This is an optimization exercise on Yosys and OpenROAD, whose aim is small area, a short achievable clock period and few clock cycles per item, not a production implementation. For this run, only the layout was checked, not whether the RTL still works. No activity file was given, so power comes from the tool's default toggle rates.

==> flow/run.sh <==
#!/bin/bash
# synth_recipe.tcl (not shown) runs the flow's synth.tcl, then flattens the netlist and writes it again
# the make line also repeats each setting of config.mk as NAME=value (left out here)
make -C /OpenROAD-flow-scripts/flow DESIGN_CONFIG=/design/flow/config.mk WORK_HOME=/design/flow/orfs CLKGATE_MAP_FILE= SYNTH_SCRIPT=/design/flow/synth_recipe.tcl finish
==> flow/constraint.sdc <==
create_clock -name core_clock -period 15.0 [get_ports {clk}]
set_input_delay 3.0000 -clock core_clock [delete_from_list [all_inputs] [get_ports {clk}]]
set_output_delay 3.0000 -clock core_clock [all_outputs]
set_load 0.01 [all_outputs]
==> flow/design.v <==
module medusa_dsp (
    input  wire        clk,
    input  wire        rst,
    input  wire        bus_req,
    input  wire        bus_we,
    input  wire [11:0] bus_addr,
    input  wire [31:0] bus_wdata,
    output wire        bus_ack,
    output wire [31:0] bus_rdata
);
    reg signed [15:0] s_reg [0:7];
    reg        [31:0] phase [0:7];
    reg        [31:0] inc   [0:7];
    reg signed [15:0] fst   [0:3];
    reg        [11:0] fcut  [0:3];
    reg signed [15:0] ebuf  [0:15];
    reg signed [15:0] rbuf  [0:15];
    reg  [4:0]  echo_dly;      
    reg  [14:0] echo_fb;       
    reg         echo_hold;
    reg  [3:0]  echo_wr;
    reg  signed [2:0] rev_shift;   
    reg  [16:0] rev_mix;       
    reg         rev_dir;
    reg  [3:0]  rev_wr;
    reg  [5:0]  rev_rd;        
    reg  [16:0] env_depth;     
    reg  [15:0] env_atk;
    reg  [15:0] env_rel;
    reg  [21:0] env_t;
    reg  [16:0] env_val;
    reg  [4:0]  cr_bits;       
    reg  [8:0]  cr_rate;       
    reg  [7:0]  cr_cnt;
    reg  signed [15:0] cr_hold;
    reg  [31:0] pt_cur;
    reg  [31:0] pt_tgt;
    reg  [16:0] pt_glide;      
    reg  [31:0] freq;
    reg         st_ill;
    reg         st_buserr;
    integer i;
    wire        aligned = (bus_addr[1:0] == 2'b00);
    wire [31:0] w       = bus_wdata;
    wire [5:0]  op      = w[31:26];
    wire [4:0]  kk      = w[12:8];
    reg legal;
    always @(*) begin
        case (op)
            6'h00: legal = (w == 32'h0000_0000);
            6'h01: legal = ((w & 32'hFFFF_E0FF) == 32'h0400_0000) && (kk < 5'd8);
            6'h02: legal = ((w & 32'hFC7F_E0FF) == 32'h0800_0000) && (kk < 5'd8);
            6'h03: legal = ((w & 32'hFC7F_E0FF) == 32'h0C00_0000) && (kk < 5'd8);
            6'h04: legal = ((w & 32'hFC7F_E0FF) == 32'h1000_0000) && (kk < 5'd8);
            6'h05: legal = ((w & 32'hFC7F_E0FF) == 32'h1400_0000) && (kk < 5'd8);
            6'h06: legal = ((w & 32'hFFFE_E0FF) == 32'h1800_0000) && (kk < 5'd8);
            6'h07: legal = (w == 32'h1C00_0000);
            6'h08: legal = ((w & 32'hFC0F_FFFF) == 32'h2000_0000);
            6'h09: legal = ((w & 32'hFC0F_FFFF) == 32'h2400_0000);
            6'h10: legal = ((w & 32'hFC0F_E0FF) == 32'h4000_0000) && (kk < 5'd4);
            6'h11: legal = ((w & 32'hFC01_FFFF) == 32'h4400_0000);
            6'h12: legal = ((w & 32'hFC0F_FFFF) == 32'h4800_0000);
            6'h13: legal = ((w & 32'hFC0F_FFFF) == 32'h4C00_0000);
            6'h14: legal = ((w & 32'hFC0E_FFFF) == 32'h5000_0000);
            6'h20: legal = ((w & 32'hFC7F_0000) == 32'h8000_0000);
            6'h21: legal = ((w & 32'hFC0F_FFFF) == 32'h8400_0000);
            6'h22: legal = ((w & 32'hFFFF_E0FF) == 32'h8800_0000) && (kk < 5'd4);
            default: legal = 1'b0;
        endcase
    end
    reg         ir_valid;
    reg  [31:0] ir;
    wire        ir_wait;                   
    wire stall     = ir_valid && (ir_wait || !bus_we);
    assign bus_ack = bus_req && !stall;
    wire acc_wr    = bus_ack && aligned && bus_we;
    wire acc_cmd   = acc_wr && (bus_addr == 12'h014);
    wire cmd_issue = acc_cmd && legal && (op != 6'h00);
    wire cmd_ill   = acc_cmd && !legal;
    wire reg_wr    = acc_wr && (bus_addr != 12'h014);
    wire acc_bad   = bus_ack && !aligned;
    wire wr_ptcur  = reg_wr && (bus_addr == 12'h0A0);
    wire wr_pttgt  = reg_wr && (bus_addr == 12'h0A4);
    wire wr_ptgl   = reg_wr && (bus_addr == 12'h0A8);
    wire wr_freq   = reg_wr && (bus_addr == 12'h0AC);
    wire wr_depth  = reg_wr && (bus_addr == 12'h070);
    wire wr_atk    = reg_wr && (bus_addr == 12'h074);
    wire wr_rel    = reg_wr && (bus_addr == 12'h078);
    wire [5:0] xop = ir[31:26];
    wire [2:0] xrd = ir[25:23];
    wire [2:0] xra = ir[22:20];
    wire [2:0] xrb = ir[19:17];
    wire       xt  = ir[16];
    wire [2:0] xk8 = ir[10:8];
    wire [1:0] xk4 = ir[9:8];
    wire x_osc   = (xop == 6'h01);
    wire x_ftoi  = (xop == 6'h06);
    wire x_pstep = (xop == 6'h07);
    wire x_srr   = (xop == 6'h09);
    wire x_env   = (xop == 6'h14);
    wire x_uclr  = (xop == 6'h22);
    wire x_go    = ir_valid && !ir_wait;
    wire ex_pstep = x_go && x_pstep;
    wire ex_env   = x_go && x_env;
    wire ex_uclr2 = x_go && x_uclr && (xk4 == 2'd2);
    wire signed [15:0] sa = s_reg[xra];
    wire signed [15:0] sb = s_reg[xrb];
    wire        [31:0] ph = phase[xk8];
    wire signed [15:0] saw_v = $signed({1'b0, ph[31:17]}) - 16'sd16384;
    wire signed [15:0] sqr_v = ph[31] ? -16'sd16384 : 16'sd16383;
    wire        [13:0] tri_f = ph[29:16];
    reg  signed [15:0] tri_v;
    always @(*) begin
        case (ph[31:30])
            2'd0: tri_v = $signed({2'b00, tri_f});
            2'd1: tri_v = 16'sd16383 - $signed({2'b00, tri_f});
            2'd2: tri_v = -16'sd1 - $signed({2'b00, tri_f});
            default: tri_v = $signed({2'b00, tri_f}) - 16'sd16384;
        endcase
    end
    wire [7:0] fs_u = ph[31:24] + 8'd64;
    wire signed [15:0] fsin_v = fs_u[7] ? (16'sd16383 - $signed({1'b0, fs_u[6:0], 8'b0}))
                                        : ($signed({1'b0, fs_u[6:0], 8'b0}) - 16'sd16384);
    wire [15:0] cr_low   = (16'h0001 << (5'd16 - cr_bits)) - 16'h0001;
    wire [15:0] cr_step  = 16'h0001 << (5'd16 - cr_bits);
    wire [15:0] cr_trunc = sa & ~cr_low;
    wire signed [15:0] crush_v = (sa[15] && ((sa & cr_low) != 16'h0000)) ?
                                 $signed(cr_trunc + cr_step) : $signed(cr_trunc);
    wire        srr_cap  = (cr_cnt == 8'd0);
    wire signed [15:0] srr_v = srr_cap ? sa : cr_hold;
    wire [8:0]  srr_inc  = {1'b0, cr_cnt} + 9'd1;
    wire        srr_le   = (srr_inc <= cr_rate);
    reg         m_ok, m_run;
    reg  [3:0]  m_cnt;
    reg  [8:0]  m_rem;
    wire [7:0]  srr_cnt_n = !srr_le ? m_rem[7:0] :
                            (srr_inc == cr_rate) ? 8'd0 : srr_inc[7:0];
    wire [3:0]  echo_ri  = echo_wr - echo_dly[3:0];
    wire signed [15:0] echo_wet = ebuf[echo_ri];
    wire [16:0] echo_g   = echo_hold ? 17'd32768 : {2'b00, echo_fb};
    wire signed [15:0] rev_t   = rbuf[rev_rd[5:2]];
    wire [5:0]  rev_st  = 6'd1 << (rev_shift + 3'sd2);
    wire [5:0]  rev_rd_n = rev_dir ? (rev_rd - rev_st) : (rev_rd + rev_st);
    reg  [16:0] env_g;
    reg  [20:0] env_A, env_R;
    wire [16:0] env_gx  = xt ? 17'd32768 : env_g;
    wire [22:0] env_tn  = {1'b0, env_t} + 23'd1;
    wire [22:0] env_ar  = {2'b00, env_A} + {2'b00, env_R};
    wire [21:0] env_t_n = xt ? 22'd1 : (env_tn >= env_ar) ? 22'd0 : env_tn[21:0];
    reg signed [16:0] mx;
    reg signed [17:0] my;
    always @(*) begin
        case (xop[2:0])
            3'd1:    begin mx = sa;                             my = sb;                         end  
            3'd0:    begin mx = $signed({sa[15], sa}) - fst[xk4]; my = $signed({6'd0, fcut[xk4]}); end  
            3'd2:    begin mx = echo_wet;                       my = $signed({1'b0, echo_g});    end  
            3'd3:    begin mx = $signed({rev_t[15], rev_t}) - sa; my = $signed({1'b0, rev_mix}); end  
            default: begin mx = sa;                             my = $signed({1'b0, env_gx});    end  
        endcase
    end
    wire signed [34:0] prod = mx * my;
    wire signed [16:0] ring_sh = prod[31:15];
    wire signed [15:0] ring_v  = (ring_sh > 17'sd32767) ? 16'sd32767 : ring_sh[15:0];
    wire signed [15:0] lpf_v   = fst[xk4] + prod[27:12];
    wire signed [18:0] echo_f   = prod[33:15];
    wire signed [18:0] echo_fg  = ((echo_f < 19'sd50) && (echo_f > -19'sd50)) ? 19'sd0 : echo_f;
    wire signed [18:0] echo_sum = sa + echo_fg;
    wire signed [15:0] echo_in  = (echo_sum > 19'sd32767) ? 16'sd32767 :
                                  (echo_sum < -19'sd32768) ? -16'sd32768 : echo_sum[15:0];
    wire signed [15:0] rev_v   = sa + prod[30:15];
    wire signed [15:0] env_v   = prod[30:15];
    reg         pn_valid, pn_run;
    reg  [2:0]  pn_cnt;
    reg  signed [34:0] pn_acc;
    wire signed [33:0] pt_diff = $signed({2'b00, pt_tgt}) - $signed({2'b00, pt_cur});
    wire [1:0]  pn_gb = pt_glide[{pn_cnt, 1'b0} +: 2];
    wire signed [34:0] pn_d0 = pn_gb[0] ? {pt_diff[33], pt_diff} : 35'sd0;
    wire signed [34:0] pn_d1 = pn_gb[1] ? {pt_diff[33], pt_diff} : 35'sd0;
    wire signed [34:0] pn_s0 = pn_acc + pn_d0;
    wire signed [34:0] pn_a1 = pn_s0 >>> 1;
    wire signed [34:0] pn_s1 = pn_a1 + pn_d1;
    wire signed [34:0] pn_a2 = pn_s1 >>> 1;
    wire signed [35:0] pt_nxt  = $signed({4'b0000, pt_cur}) + pn_acc;
    wire signed [35:0] pt_rem  = pt_diff - pn_acc;
    wire        pt_snap = (pt_rem < 36'sd65536) && (pt_rem > -36'sd65536);
    wire [31:0] pnext   = pt_snap ? pt_tgt : pt_nxt[31:0];
    wire ev_pt = wr_ptcur || wr_pttgt || wr_ptgl || ex_pstep;
    always @(posedge clk) begin
        if (rst) begin
            pn_valid <= 1'b0;
            pn_run   <= 1'b0;
        end else if (ev_pt) begin
            pn_valid <= 1'b0;
            pn_run   <= 1'b0;
        end else if (pn_run) begin
            if (pt_glide[16]) begin
                pn_acc   <= {pt_diff[33], pt_diff};
                pn_run   <= 1'b0;
                pn_valid <= 1'b1;
            end else begin
                pn_acc <= pn_a2;
                pn_cnt <= pn_cnt + 3'd1;
                if (pn_cnt == 3'd7) begin
                    pn_run   <= 1'b0;
                    pn_valid <= 1'b1;
                end
            end
        end else if (!pn_valid) begin
            pn_run <= 1'b1;
            pn_cnt <= 3'd0;
            pn_acc <= 35'sd0;
        end
    end
    localparam [1:0] FS_NEXT = 2'd0, FS_CUR = 2'd1, FS_FREQ = 2'd2;
    reg         f_run, f_done;
    reg  [1:0]  f_src;
    reg  [2:0]  f_cnt;
    reg  [14:0] f_rem;
    reg  [31:0] f_q;
    wire [1:0]  f_need   = xt ? FS_FREQ : FS_CUR;
    wire [1:0]  f_want   = (ir_valid && x_ftoi) ? f_need : FS_NEXT;
    wire        f_rdy    = (f_want != FS_NEXT) || pn_valid;
    wire        ftoi_ok  = f_done && (f_src == f_need);
    wire [31:0] f_in     = (f_want == FS_FREQ) ? freq : (f_want == FS_CUR) ? pt_cur : pnext;
    wire [31:0] f_clip   = (f_in > 32'd722534400) ? 32'd722534400 : f_in;
    reg  [14:0] f_r [0:4];
    reg  [31:0] f_qq [0:4];
    reg  [15:0] f_t;
    always @(*) begin
        f_r[0]  = f_rem;
        f_qq[0] = f_q;
        for (i = 0; i < 4; i = i + 1) begin
            f_t = {f_r[i], f_qq[i][31]} - 16'd22050;
            if ({f_r[i], f_qq[i][31]} >= 16'd22050) begin
                f_r[i+1]  = f_t[14:0];
                f_qq[i+1] = {f_qq[i][30:0], 1'b1};
            end else begin
                f_r[i+1]  = {f_r[i][13:0], f_qq[i][31]};
                f_qq[i+1] = {f_qq[i][30:0], 1'b0};
            end
        end
    end
    wire f_kill = (f_src == FS_FREQ) ? wr_freq :
                  (f_src == FS_CUR)  ? (wr_ptcur || ex_pstep) :
                                       (wr_ptcur || wr_pttgt || wr_ptgl || ex_pstep);
    always @(posedge clk) begin
        if (rst) begin
            f_run  <= 1'b0;
            f_done <= 1'b0;
            f_src  <= FS_NEXT;
        end else begin
            if (f_run) begin
                f_rem <= f_r[4];
                f_q   <= f_qq[4];
                f_cnt <= f_cnt + 3'd1;
                if (f_cnt == 3'd7) begin
                    f_run  <= 1'b0;
                    f_done <= 1'b1;
                end
            end
            if (ev_pt || wr_freq) begin
                if (f_src == FS_NEXT && ex_pstep && !wr_ptcur) begin
                    f_src <= FS_CUR;        
                end else if (f_kill) begin
                    f_run  <= 1'b0;
                    f_done <= 1'b0;
                end
            end else if (f_rdy && (!(f_run || f_done) || (f_src != f_want))) begin
                f_src  <= f_want;
                f_run  <= 1'b1;
                f_done <= 1'b0;
                f_cnt  <= 3'd0;
                f_rem  <= {1'b0, f_clip[29:16]};
                f_q    <= {f_clip[15:0], 16'd0};
            end
        end
    end
    localparam [2:0] E_IDLE = 3'd0, E_D20 = 3'd1, E_D20F = 3'd2, E_MUL = 3'd3,
                     E_DIV = 3'd4, E_FIN = 3'd5;
    reg         a_ok, r_ok, e_ok, e_isr;
    reg  [2:0]  e_st;
    reg  [3:0]  e_cnt;
    reg  [39:0] e_p;
    wire        e_atk   = ({1'b0, env_t} < {2'b00, env_A});
    wire        e_rel   = !e_atk && ({1'b0, env_t} < env_ar);
    wire [21:0] e_tc    = e_atk ? env_t : (env_t - {1'b0, env_A});
    wire [20:0] e_dvs   = (e_st == E_DIV) ? (e_atk ? env_A : env_R) : 21'd20;
    wire [15:0] e_src20 = e_isr ? env_rel : env_atk;
    reg  [39:0] e_m [0:2];
    reg  [39:0] e_d [0:2];
    reg  [18:0] e_ms;
    reg  [23:0] e_y;
    reg  [24:0] e_dt;
    always @(*) begin
        e_m[0] = e_p;
        e_d[0] = e_p;
        for (i = 0; i < 2; i = i + 1) begin
            e_ms = {1'b0, e_m[i][39:22]} + (e_m[i][0] ? {2'b00, env_depth} : 19'd0);
            e_m[i+1] = {e_ms, e_m[i][21:1]};
            e_y  = {e_d[i][38:16], e_d[i][15]};
            e_dt = {1'b0, e_y} - {4'b0000, e_dvs};
            if (!e_dt[24]) e_d[i+1] = {e_dt[23:0], e_d[i][14:0], 1'b1};
            else           e_d[i+1] = {e_y, e_d[i][14:0], 1'b0};
        end
    end
    wire [21:0] e_a22 = {2'b00, e_src20, 4'b0000} + {4'b0000, e_src20, 2'b00}
                      + {5'b00000, e_src20, 1'b0} + {6'd0, e_p[15:0]};
    wire [20:0] e_anew = (e_a22 == 22'd0) ? 21'd1 : e_a22[20:0];
    wire ev_env = wr_depth || wr_atk || wr_rel || ex_env || ex_uclr2;
    always @(posedge clk) begin
        if (rst) begin
            a_ok <= 1'b0;
            r_ok <= 1'b0;
            e_ok <= 1'b0;
            e_st <= E_IDLE;
        end else begin
            case (e_st)
                E_D20: begin
                    e_p   <= e_d[2];
                    e_cnt <= e_cnt + 4'd1;
                    if (e_cnt == 4'd7) e_st <= E_D20F;
                end
                E_D20F: begin
                    if (e_isr) begin env_R <= e_anew; r_ok <= 1'b1; end
                    else       begin env_A <= e_anew; a_ok <= 1'b1; end
                    e_st <= E_IDLE;
                end
                E_MUL: begin
                    e_p   <= e_m[2];
                    e_cnt <= e_cnt + 4'd1;
                    if (e_cnt == 4'd10) begin
                        e_st  <= E_DIV;
                        e_cnt <= 4'd0;
                    end
                end
                E_DIV: begin
                    e_p   <= e_d[2];
                    e_cnt <= e_cnt + 4'd1;
                    if (e_cnt == 4'd7) e_st <= E_FIN;
                end
                E_FIN: begin
                    env_g <= e_atk ? (17'd32768 - {1'b0, e_p[15:0]})
                                   : (17'd32768 - env_depth + {1'b0, e_p[15:0]});
                    e_ok  <= 1'b1;
                    e_st  <= E_IDLE;
                end
                default: begin
                    if (!e_ok) begin
                        e_cnt <= 4'd0;
                        if (!a_ok) begin
                            e_isr <= 1'b0;
                            e_p   <= {24'd0, env_atk};
                            e_st  <= E_D20;
                        end else if (!r_ok) begin
                            e_isr <= 1'b1;
                            e_p   <= {24'd0, env_rel};
                            e_st  <= E_D20;
                        end else if (e_atk || e_rel) begin
                            e_p   <= {18'd0, e_tc};
                            e_st  <= E_MUL;
                        end else begin
                            env_g <= 17'd32768;
                            e_ok  <= 1'b1;
                        end
                    end
                end
            endcase
            if (wr_atk) a_ok <= 1'b0;
            if (wr_rel) r_ok <= 1'b0;
            if (ev_env) begin
                e_ok <= 1'b0;
                e_st <= E_IDLE;
            end
        end
    end
    wire [9:0] m_y = {m_rem, srr_inc[4'd8 - m_cnt]};
    wire [9:0] m_t = m_y - {1'b0, cr_rate};
    always @(posedge clk) begin
        if (rst) begin
            m_ok  <= 1'b0;
            m_run <= 1'b0;
        end else if (x_go) begin
            m_ok  <= 1'b0;
            m_run <= 1'b0;
        end else if (m_run) begin
            m_rem <= m_t[9] ? m_y[8:0] : m_t[8:0];
            m_cnt <= m_cnt + 4'd1;
            if (m_cnt == 4'd8) begin
                m_run <= 1'b0;
                m_ok  <= 1'b1;
            end
        end else if (ir_valid && x_srr && !srr_le && !m_ok) begin
            m_run <= 1'b1;
            m_cnt <= 4'd0;
            m_rem <= 9'd0;
        end
    end
    assign ir_wait = (x_ftoi && !ftoi_ok) ||
                     (x_pstep && !pn_valid) ||
                     (x_env && !xt && !e_ok) ||
                     (x_srr && !srr_le && !m_ok);
    wire signed [15:0] rd_s    = s_reg[bus_addr[4:2]];
    wire        [31:0] rd_osc  = bus_addr[2] ? inc[bus_addr[5:3]] : phase[bus_addr[5:3]];
    wire signed [15:0] rd_fst  = fst[bus_addr[3:2]];
    wire        [11:0] rd_fcut = fcut[bus_addr[3:2]];
    wire        [31:0] rd_arr  = (bus_addr[11:5] == 7'b0000_001) ? {{16{rd_s[15]}}, rd_s} :
                                 (bus_addr[11:6] == 6'b0001_00)  ? rd_osc :
                                 (bus_addr[11:4] == 8'h20)       ? {{16{rd_fst[15]}}, rd_fst} :
                                 (bus_addr[11:4] == 8'h28)       ? {20'd0, rd_fcut} :
                                                                   32'd0;
    reg [31:0] rd_reg;
    always @(*) begin
        case (bus_addr)
            12'h000: rd_reg = {30'd0, st_buserr, st_ill};
            12'h004: rd_reg = 32'h0000_0408;
            12'h008: rd_reg = 32'd16;
            12'h00C: rd_reg = 32'd16;
            12'h010: rd_reg = 32'd22050;
            12'h040: rd_reg = {27'd0, echo_dly};
            12'h044: rd_reg = {17'd0, echo_fb};
            12'h048: rd_reg = {31'd0, echo_hold};
            12'h04C: rd_reg = {28'd0, echo_wr};
            12'h050: rd_reg = {{29{rev_shift[2]}}, rev_shift};
            12'h054: rd_reg = {15'd0, rev_mix};
            12'h058: rd_reg = {31'd0, rev_dir};
            12'h05C: rd_reg = {28'd0, rev_wr};
            12'h060: rd_reg = {26'd0, rev_rd};
            12'h070: rd_reg = {15'd0, env_depth};
            12'h074: rd_reg = {16'd0, env_atk};
            12'h078: rd_reg = {16'd0, env_rel};
            12'h07C: rd_reg = {10'd0, env_t};
            12'h080: rd_reg = {15'd0, env_val};
            12'h090: rd_reg = {27'd0, cr_bits};
            12'h094: rd_reg = {23'd0, cr_rate};
            12'h098: rd_reg = {24'd0, cr_cnt};
            12'h09C: rd_reg = {{16{cr_hold[15]}}, cr_hold};
            12'h0A0: rd_reg = pt_cur;
            12'h0A4: rd_reg = pt_tgt;
            12'h0A8: rd_reg = {15'd0, pt_glide};
            12'h0AC: rd_reg = freq;
            default: rd_reg = rd_arr;
        endcase
    end
    assign bus_rdata = aligned ? rd_reg : 32'd0;
    wire        w_hi0    = (w[31:16] == 16'd0);
    wire [4:0]  wr_dly   = (w > 32'd16) ? 5'd16 : w[4:0];
    wire [14:0] wr_fb    = (w > 32'd31129) ? 15'd31129 : w[14:0];
    wire [2:0]  wr_shift = ($signed(w) > 32'sd2) ? 3'sd2 : ($signed(w) < -32'sd2) ? -3'sd2 : w[2:0];
    wire [16:0] wr_q15   = (w > 32'd32768) ? 17'd32768 : w[16:0];
    wire [15:0] wr_ms    = w_hi0 ? w[15:0] : 16'hFFFF;
    wire [4:0]  wr_bits  = (w > 32'd16) ? 5'd16 : (w == 32'd0) ? 5'd1 : w[4:0];
    wire [8:0]  wr_rate  = (w > 32'd256) ? 9'd256 : (w == 32'd0) ? 9'd1 : w[8:0];
    wire [16:0] wr_glide = (w > 32'd65536) ? 17'd65536 : w[16:0];
    wire [11:0] wr_cut   = (w > 32'd4095) ? 12'd4095 : w[11:0];
    always @(posedge clk) begin
        if (rst) begin
            ir_valid <= 1'b0;
        end else if (cmd_issue) begin
            ir_valid <= 1'b1;
        end else if (x_go) begin
            ir_valid <= 1'b0;
        end
    end
    always @(posedge clk) begin
        if (cmd_issue) ir <= w;
    end
    always @(posedge clk) begin
        if (rst) begin
            for (i = 0; i < 8; i = i + 1) begin
                s_reg[i] <= 16'sd0;
                phase[i] <= 32'd0;
                inc[i]   <= 32'd0;
            end
            for (i = 0; i < 4; i = i + 1) begin
                fst[i]  <= 16'sd0;
                fcut[i] <= 12'd4095;
            end
            for (i = 0; i < 16; i = i + 1) begin
                ebuf[i] <= 16'sd0;
                rbuf[i] <= 16'sd0;
            end
            echo_dly  <= 5'd0;
            echo_fb   <= 15'd0;
            echo_hold <= 1'b0;
            echo_wr   <= 4'd0;
            rev_shift <= 3'sd0;
            rev_mix   <= 17'd0;
            rev_dir   <= 1'b1;
            rev_wr    <= 4'd0;
            rev_rd    <= 6'd0;
            env_depth <= 17'd0;
            env_atk   <= 16'd10;
            env_rel   <= 16'd100;
            env_t     <= 22'd0;
            env_val   <= 17'd32768;
            cr_bits   <= 5'd16;
            cr_rate   <= 9'd1;
            cr_cnt    <= 8'd0;
            cr_hold   <= 16'sd0;
            pt_cur    <= 32'd0;
            pt_tgt    <= 32'd0;
            pt_glide  <= 17'd65536;
            freq      <= 32'd0;
            st_ill    <= 1'b0;
            st_buserr <= 1'b0;
        end else begin
            if (x_go) begin
                case (xop)
                    6'h01: phase[xk8] <= ph + inc[xk8];
                    6'h02: s_reg[xrd] <= saw_v;
                    6'h03: s_reg[xrd] <= sqr_v;
                    6'h04: s_reg[xrd] <= tri_v;
                    6'h05: s_reg[xrd] <= fsin_v;
                    6'h06: inc[xk8] <= f_q;
                    6'h07: pt_cur <= pnext;
                    6'h08: s_reg[xrd] <= crush_v;
                    6'h09: begin
                        if (srr_cap) cr_hold <= sa;
                        s_reg[xrd] <= srr_v;
                        cr_cnt     <= srr_cnt_n;
                    end
                    6'h10: begin
                        fst[xk4]   <= lpf_v;
                        s_reg[xrd] <= lpf_v;
                    end
                    6'h11: s_reg[xrd] <= ring_v;
                    6'h12: begin
                        if (echo_dly == 5'd0) begin
                            s_reg[xrd] <= sa;
                        end else begin
                            ebuf[echo_wr] <= echo_in;
                            echo_wr    <= echo_wr + 4'd1;
                            s_reg[xrd] <= echo_wet;
                        end
                    end
                    6'h13: begin
                        rbuf[rev_wr] <= sa;
                        rev_wr     <= rev_wr + 4'd1;
                        rev_rd     <= rev_rd_n;
                        s_reg[xrd] <= rev_v;
                    end
                    6'h14: begin
                        s_reg[xrd] <= env_v;
                        env_val    <= env_gx;
                        env_t      <= env_t_n;
                    end
                    6'h20: s_reg[xrd] <= $signed(ir[15:0]);
                    6'h21: s_reg[xrd] <= sa;
                    6'h22: begin
                        case (xk4)
                            2'd0: begin
                                for (i = 0; i < 16; i = i + 1) ebuf[i] <= 16'sd0;
                                echo_wr <= 4'd0;
                            end
                            2'd1: begin
                                for (i = 0; i < 16; i = i + 1) rbuf[i] <= 16'sd0;
                                rev_wr <= 4'd0;
                                rev_rd <= 6'd0;
                            end
                            2'd2: begin
                                env_t   <= 22'd0;
                                env_val <= 17'd32768;
                            end
                            default: begin
                                cr_cnt  <= 8'd0;
                                cr_hold <= 16'sd0;
                            end
                        endcase
                    end
                    default: ;
                endcase
            end
            if (cmd_ill) st_ill    <= 1'b1;
            if (acc_bad) st_buserr <= 1'b1;
            if (reg_wr) begin
                case (bus_addr)
                    12'h040: echo_dly  <= wr_dly;
                    12'h044: echo_fb   <= wr_fb;
                    12'h048: echo_hold <= w[0];
                    12'h050: rev_shift <= wr_shift;
                    12'h054: rev_mix   <= wr_q15;
                    12'h058: rev_dir   <= w[0];
                    12'h070: env_depth <= wr_q15;
                    12'h074: env_atk   <= wr_ms;
                    12'h078: env_rel   <= wr_ms;
                    12'h090: cr_bits   <= wr_bits;
                    12'h094: cr_rate   <= wr_rate;
                    12'h0A0: pt_cur    <= w;
                    12'h0A4: pt_tgt    <= w;
                    12'h0A8: pt_glide  <= wr_glide;
                    12'h0AC: freq      <= w;
                    default: begin
                        if (bus_addr[11:5] == 7'b0000_001)
                            s_reg[bus_addr[4:2]] <= $signed(w[15:0]);
                        else if (bus_addr[11:6] == 6'b0001_00) begin
                            if (bus_addr[2]) inc[bus_addr[5:3]]   <= w;
                            else             phase[bus_addr[5:3]] <= w;
                        end
                        else if (bus_addr[11:4] == 8'h20)
                            fst[bus_addr[3:2]] <= $signed(w[15:0]);
                        else if (bus_addr[11:4] == 8'h28)
                            fcut[bus_addr[3:2]] <= wr_cut;
                    end
                endcase
            end
        end
    end
endmodule
==> flow/config.mk <==
export PLATFORM = sky130hd
export DESIGN_NAME = medusa_dsp
export DESIGN_NICKNAME = medusa_dsp
export VERILOG_FILES = /design/flow/design.v
export SDC_FILE = /design/flow/constraint.sdc
export NUM_CORES = 8
export LEC_CHECK = 0
export CAP_MARGIN = 20
export CORE_MARGIN = 2
export CORE_UTILIZATION = 40
export SLEW_MARGIN = 20
==> impl_metrics.json <==
{
  "outcome": "no timing/DRC/antenna violations",
  "stdcell_area_mm2": 0.150,
  "crit_required_ns": 15.79,
  "synth_flop_cell": "edfxtp_1",
  "cts_hold_buf": 0,
  "final-hold-violation-count": 0,
  "clock_path_buffers": 4,
  "core_mm2": 0.336,
  "maxSlewHeadroom_pct": 13.1,
  "synth_area_leader_cell": "edfxtp_1",
  "clock-root-buffer": "clkbuf_16",
  "end_kind": "flop",
  "synth.avg_cell_area_um2": 9.90,
  "clkTransAtPathRegs_ns": 0.06,
  "synth_top_area_share_pct": 33.4,
  "hold_path_class": "reg2reg",
  "dp_hpwl_mm": 371,
  "first_iter_violations": 15100,
  "power.density_mw_per_mm2": 140,
  "fp.dieArea_mm2": 0.342,
  "peakVddDrop_mv": 1.06,
  "path_class": "reg2reg",
  "fin_crit_sh_pct": 96.2,
  "fmax_mhz": 69.3,
  "gp_congestion": 1.05,
  "drc": 0,
  "num_rows": 213,
  "syn_area_mm2": 0.135,
  "critPathMaxStageDelay_ns": 1.11,
  "synth_area_leaders": "edfxtp_1, mux4_2, ha_1",
  "synth_xor_xnor_area_share_pct": 3.26,
  "portBuffers": 80,
  "setup_viol": 0,
  "wl_per_cell_um": 29.2,
  "ys_seq_elements": 1825,
  "synthTopCellsByCount": "nand2_1, nor2_1, edfxtp_1",
  "cts_buffers": 213,
  "vias_per_cell": 6.25,
  "htree_levels": 4,
  "synth.distinct_cells": 126,
  "synthSimpleGateAreaFrac_pct": 14.6,
  "grt_pass1_vias": 108000,
  "yosysMostFrequentCell": "nand2_1",
  "ant_nets": 0,
  "synth_mux_area_share_pct": 12.2,
  "grt_max_degree": 105,
  "path_max_fanout": 23,
  "grt_util_all_layers_pct": 30.3,
  "fin_util_pct": 44.6,
  "p_leak_nw": 56.0,
  "worst-path-buf-inv": 8,
  "crit_path_start_kind": "flop",
  "drv_cap": 0,
  "critical_path.top_delay_family": "adder cells",
  "initial_core_util_pct": 40.1,
  "yosysWarnings": 5,
  "synth-edff-count": 1500,
  "synth-compound-area-share_pct": 15.6,
  "clk_latency_ns": 0.99,
  "maxSlewViolCount": 0,
  "die_w_um": 585,
  "first_pass_iters": 7,
  "worstMarginPinSlew_ns": 1.29,
  "crit_path_frequent_cell": "fa_1",
  "antenna_found_initial": 32,
  "cp.arrival_ns": 15.21,
  "die_height_um": 585,
  "setup_tns_ns": 0,
  "synthAdderAreaFrac_pct": 11.2,
  "place_area_mm2": 0.142,
  "cp_slowest_cell": "fa_4",
  "ios": 81,
  "wl_mm": 531,
  "async_reset_ff_share_pct": 0,
  "layout_min_cycle_time_ns": 14.42,
  "grt_pass1_wl_mm": 763,
  "postSynthCellCount": 13600,
  "clock-sinks": 1825,
  "grt_overflow": 0,
  "num-nets-final": 14500,
  "cts_tree": "built",
  "synth_nets": 14700,
  "syn2layout_area_growth_pct": 11.0,
  "drive_gt1_share_pct": 13.5,
  "yosysSeqAreaShare_pct": 38.2,
  "num_vias": 114000,
  "fin_skew_ns": 0.132,
  "synth_top_family_by_area": "compound AO/OA/AOI/OAI gates"
}
## final cells by class
| type | instances | area (um2) |
|---|---|---|
| Timing Repair Buffer | 567 | 4810 |
| Multi-Input combinational cell | 10000 | 77900 |
| Tap cell | 4515 | 5650 |
| Inverter | 804 | 3020 |
| Antenna cell | 12 | 30.0 |
| Sequential cell | 1825 | 51600 |
| Fill cell | 32100 | 186000 |
| Timing Repair inverter | 1 | 7.51 |
| Clock inverter | 95 | 892 |
| Clock buffer | 294 | 5920 |
## per-stage QoR
| stage | cells | hold WS, ns | total power, mW | setup WS (ns) |
|---|---|---|---|---|
| after floorplan | 13600 | 0.416 | 12.7 | 0.00834 |
| after global placement | 17700 | 0.420 | 15.2 | -0.0345 |
| after detailed placement | 17700 | 0.425 | 15.2 | -0.148 |
| after CTS | 18100 | 0.439 | 20.4 | 0.0290 |
| after global routing | 18200 | 0.458 | 21.8 | -0.0725 |
| final | 18200 | 0.445 | 20.9 | 0.575 |
## kinds of logic (layout without fill, tap and decap cells)
family | count (synthesis) | count (layout)
AND/OR/NAND/NOR | 4495 | 4495
AO/OA/AOI/OAI | 3165 | 3165
flip-flops | 1825 | 1825
buffers and inverters | 1761 | 1761
adder cells (fa/ha/maj) | 996 | 996
multiplexers | 889 | 889
XOR/XNOR | 503 | 503
other | 0 | 12
## layer usage
| layer | up-vias | track usage (%) | share of wire [%] |
|---|---|---|---|
| li1 | 49400 | - | - |
| met3 | 1438 | 6.30 | 11 |
| met5 | - | 0 | 0.018 |
| met1 | 55700 | 39.5 | 38 |
| met2 | 7046 | 46.5 | 44 |
| met4 | 12 | 18.1 | 7.1 |
## report_power, final
part / leakage (nW) / internal (mW) / switching, mW
Combinational: 35.0 / 3.63 / 5.84
Clock: 3.34 / 2.96 / 2.29
Sequential: 17.7 / 5.87 / 0.328
Total: 56.0 / 12.5 / 8.46
## timing repair
action,4_1_cts,5_1_grt
endpoints found under the setup margin,243,256
cloned,0,5
endpoints found under the hold margin,0,0
pin swaps,0,37
gates resized for setup,3,82
buffers inserted,0,28
## final timing paths
kind	start	end	slack, ns	depth (start not counted)
hold / removal	ir[19]	flop	0.45	2
setup reg to reg	echo_dly[1]	ebuf[15][13]	0.58	52
setup / recovery	echo_dly[1]	ebuf[15][13]	0.58	52
hold reg to reg	ir[19]	flop	0.45	2
## tightest hold or removal path, cell delays in order, from the launching register on
cell	delay (ns)
edfxtp_1	0.32
nand2_1	0.05
nand2_1	0.05
## cells in the final DEF, fill, tap and decap left out, types with 181 or more instances in the layout
cell type and instances:
xnor2_1 332, ha_1 639, nand3_1 251, edfxtp_1 1500
a21oi_1 746, buf_4 445, nor2_1 1510, nand2_1 1682
dfxtp_1 315, inv_1 793, clkbuf_16 221, a22o_1 316
mux4_2 589, nor3_1 181, o21ai_0 742, fa_1 349

==> port drivers added, routing unchanged <==
The results above use ideal ports. As a check the final layout listed here was re-extracted and re-timed, cells and wires unchanged.
Step 1 (the two cells are an assumption about what drives the block):
set clk [get_ports {clk}]
set_driving_cell -lib_cell sky130_fd_sc_hd__clkbuf_16 $clk
set_driving_cell -lib_cell sky130_fd_sc_hd__buf_2 [delete_from_list [all_inputs] $clk]
Step 2 adds t to the input delays and takes it off the output delays; t is the mean of the earliest and latest rising clock arrival at the registers after step 1. Input paths then give back, and output paths get back, about the clock's delay inside the block.
a / b / c = ideal / step 1 / step 2; a / b = the first two.
t, ns: 1.026
setup WS [ns]: 0.575 / 0.575 / 0.575
worst setup path at the end: register to register
cell pins on the clock port's net: 1
After both steps setup and hold are still met in this run. The setup slack of this run moves by 0.000 ns with the drivers and by 0.000 ns with both steps.
